From an optimization exercise on the open Yosys and OpenROAD flow, aimed at small area; shortcuts taken in it are not production practice. At most, simulation tests tie the RTL to the original design; equivalence was not proved. Power figures rest on the tool's default switching activity, not on a simulated workload.

## the reference run
==> flow/design.v <==
module deframer #(
    parameter MAX_LEN = 128                    
) (
    input  wire                   clk,
    input  wire                   rst,             
    input  wire                   in_vld,
    input  wire                   in_bit,
    input  wire [15:0]            cfg_sync,
    input  wire                   cfg_has_crc,
    input  wire                   cfg_check_crc,
    input  wire [15:0]            cfg_poly,
    output reg                    ev_valid,
    output wire [1:0]             ev_kind,         
    output wire                   ev_ok,
    output wire [7:0]             ev_len,
    output wire [8*MAX_LEN-1:0]   ev_data,         
    output wire [15:0]            ev_crc_calc,
    output wire [15:0]            ev_crc_recv
);
    localparam [1:0] ST_SEARCH  = 2'd0,
                     ST_LENGTH  = 2'd1,
                     ST_PAYLOAD = 2'd2,
                     ST_TRAILER = 2'd3;
    reg  [1:0]  st;
    reg  [15:0] sr;            
    reg  [2:0]  bcnt;          
    reg  [6:0]  kcnt;          
    reg  [7:0]  len;
    reg  [15:0] crc;           
    reg         mism;          
    reg  [8*MAX_LEN-1:0] pbuf;
    wire [15:0] shifted   = {sr[14:0], in_bit};
    wire        byte_end  = (bcnt == 3'd7);
    wire [7:0]  kcnt_inc  = {1'b0, kcnt} + 8'd1;
    wire        last_byte = (kcnt_inc == len);
    wire        verify_en = cfg_has_crc & cfg_check_crc;
    wire        match = ev_valid ? ({15'd0, in_bit} == cfg_sync)
                                 : (shifted == cfg_sync);
    wire [15:0] crc_next = {crc[14:0], 1'b0} ^ (cfg_poly & {16{crc[15] ^ in_bit}});
    wire        step  = in_vld & ~rst;
    wire        wr    = step & (st == ST_PAYLOAD) & byte_end;
    wire [7:0] even_byte = kcnt[0] ? shifted[15:8] : shifted[7:0];
    genvar k;
    generate
        for (k = 0; k < MAX_LEN / 2; k = k + 1) begin : g_pair
            always @(posedge clk)
                if (wr && kcnt[6:1] == k)
                    pbuf[16*k +: 16] <= {shifted[7:0], even_byte};
        end
    endgenerate
    assign ev_data     = pbuf;
    assign ev_len      = len;
    wire   alloc_fail  = (len > MAX_LEN);
    assign ev_kind     = {alloc_fail, mism};
    assign ev_ok       = ~(alloc_fail | mism);
    assign ev_crc_calc = crc;
    assign ev_crc_recv = sr;
    always @(posedge clk) begin
        if (rst) begin
            st       <= ST_SEARCH;
            sr       <= 16'd0;
            ev_valid <= 1'b0;
        end else begin
            ev_valid <= 1'b0;
            if (ev_valid && !in_vld)
                sr <= 16'd0;
            if (in_vld) begin
                case (st)
                    ST_SEARCH: begin
                        sr   <= ev_valid ? {15'd0, in_bit} : shifted;
                        bcnt <= 3'd0;
                        if (match) begin
                            crc <= 16'hFFFF;
                            st  <= ST_LENGTH;
                        end
                    end
                    ST_LENGTH: begin
                        sr   <= shifted;
                        crc  <= crc_next;
                        bcnt <= bcnt + 3'd1;
                        kcnt <= 7'd0;
                        if (byte_end) begin
                            len <= shifted[7:0];
                            if (shifted[7:0] > MAX_LEN) begin
                                ev_valid <= 1'b1;
                                mism     <= 1'b0;
                                st       <= ST_SEARCH;
                            end else if (shifted[7:0] == 8'd0) begin
                                if (cfg_has_crc) begin
                                    st <= ST_TRAILER;
                                end else begin
                                    ev_valid <= 1'b1;
                                    mism     <= 1'b0;
                                    st       <= ST_SEARCH;
                                end
                            end else begin
                                st <= ST_PAYLOAD;
                            end
                        end
                    end
                    ST_PAYLOAD: begin
                        sr   <= shifted;
                        crc  <= crc_next;
                        bcnt <= bcnt + 3'd1;
                        if (byte_end) begin
                            if (last_byte) begin
                                kcnt <= 7'd0;
                                if (cfg_has_crc) begin
                                    st <= ST_TRAILER;
                                end else begin
                                    ev_valid <= 1'b1;
                                    mism     <= 1'b0;
                                    st       <= ST_SEARCH;
                                end
                            end else begin
                                kcnt <= kcnt_inc[6:0];
                            end
                        end
                    end
                    default: begin  
                        sr   <= shifted;
                        bcnt <= bcnt + 3'd1;
                        if (byte_end) begin
                            kcnt[0] <= 1'b1;
                            if (kcnt[0]) begin
                                ev_valid <= 1'b1;
                                mism     <= verify_en && crc != shifted;
                                st       <= ST_SEARCH;
                            end
                        end
                    end
                endcase
            end
        end
    end
endmodule
==> flow/config.mk <==
export PLATFORM = sky130hd
export DESIGN_NAME = deframer
export DESIGN_NICKNAME = deframer
export VERILOG_FILES = /design/flow/design.v
export SDC_FILE = /design/flow/constraint.sdc
export NUM_CORES = 4
export LEC_CHECK = 0
export CAP_MARGIN = 20
export CORE_AREA = 2.3 2.72 457.7 147.28
export DIE_AREA = 0 0 460 150
export SLEW_MARGIN = 20
==> flow/constraint.sdc <==
create_clock -name core_clock -period 10.0 [get_ports {clk}]
set_input_delay 2.0000 -clock core_clock [delete_from_list [all_inputs] [get_ports {clk}]]
set_output_delay 2.0000 -clock core_clock [all_outputs]
set_load 0.01 [all_outputs]
standard.sh (not shown) runs the stock make flow with config.mk's settings and CLKGATE_MAP_FILE= SYNTH_SCRIPT=/design/flow/synth_recipe.tcl, a recipe that flattens the netlist after the stock synthesis.
==> flow/flow/run.sh <==
#!/bin/bash
# Standard ORFS layout (the standard.sh), with the port buffers made
# from the smallest buffer cell and clock tree options set explicitly.
set -euo pipefail
bash standard.sh \
  'BUFFER_PORTS_ARGS=-buffer_cell sky130_fd_sc_hd__buf_1' \
  'CTS_ARGS=-sink_clustering_enable -repair_clock_nets -dont_use_dummy_load -buf_list sky130_fd_sc_hd__clkbuf_8 -sink_clustering_size 18 -sink_clustering_max_diameter 50' \
  finish > flow_standard.log 2>&1
Changes in the trial run relative to the reference run:
--- a/flow/design.v
+++ b/flow/design.v
@@ -38,14 +38,20 @@
                                  : (shifted == cfg_sync);
     wire [15:0] crc_next = {crc[14:0], 1'b0} ^ (cfg_poly & {16{crc[15] ^ in_bit}});
     wire        step  = in_vld & ~rst;
-    wire        wr    = step & (st == ST_PAYLOAD) & byte_end;
-    wire [7:0] even_byte = kcnt[0] ? shifted[15:8] : shifted[7:0];
+    wire        pay   = (st == ST_PAYLOAD);
+    wire        stb   = step & byte_end;
+    wire        wr    = stb & pay;
+    wire [7:0]  even_byte = kcnt[0] ? shifted[15:8] : shifted[7:0];
+    wire [15:0] pair_data = {shifted[7:0], even_byte};
     genvar k;
     generate
         for (k = 0; k < MAX_LEN / 2; k = k + 1) begin : g_pair
+            wire sel  = pay & (kcnt[6:1] == k);
+            wire hold = ~sel;
+            wire load = sel & stb;
             always @(posedge clk)
-                if (wr && kcnt[6:1] == k)
-                    pbuf[16*k +: 16] <= {shifted[7:0], even_byte};
+                pbuf[16*k +: 16] <= (pbuf[16*k +: 16] & {16{hold}})
+                                  | (pair_data & {16{load}});
         end
     endgenerate
     assign ev_data     = pbuf;
### Flow results
- The trial run finished every step from synthesis to the final layout, and the layout passed the timing, DRC and antenna checks.
- Diff the reference run..the trial run | number of DRC violations after detailed routing | unchanged
- | worst hold slack across all endpoints | the trial run vs the reference run | 42 ps lower |
- Comparing the reference run and the trial run, clock network power share is lower on the reference run.
- Area taken by flip-flops and latches shrinks by more than a quarter when moving from the reference run to the trial run.
- Lower total routed wirelength goes to the reference run over the trial run.
- In the tables for the reference run and the trial run, number of multi-input combinational cells in the layout reads higher with the trial run.
- The trial run vs the reference run, worst setup slack went down by 74 ps.
- Of the reference run and the trial run, the trial run shows the lower portion of total power attributed to sequential cells, with the reference run above it.
- The trial run vs the reference run — per-cell via count in the routed design dropped by a few percent
- Delta (the trial run minus the reference run): first-iteration DRC count now larger; non-clock buffer count went down by 4.7%; area growth from synthesis to layout has decreased; number of sequential storage elements shows no meaningful change.
The RTL of the reference run was laid out without a check of its function.

==> re-timing with driven ports <==
In the flow no input, the clock included, has a driving cell. The finished layouts below were timed again as built, in two steps.
Step 1 assumes that a clkbuf_16 drives the clock port and a buf_2 every other input.
Step 2 also shifts input and output timing later by t, the mid clock arrival at the registers, as if the neighbouring blocks saw the same clock.
Slacks: ideal / step 1 / step 2; pairs: ideal / step 1.
run | t, ns | setup WS [ns] | clock arrival spread, ns | worst register clock-pin slew, ns
the reference run | 0.780 | 5.912 / 5.851 / 5.327 | 0.034 / 0.035 | 0.12 / 0.12
the trial run | 0.788 | 5.838 / 5.839 / 5.098 | 0.068 / 0.068 | 0.12 / 0.12
After both steps every run listed still meets setup and hold. For the trial run, which loses most, drivers alone change the setup slack by +0.001 ns; drivers and shift together by -0.740 ns.
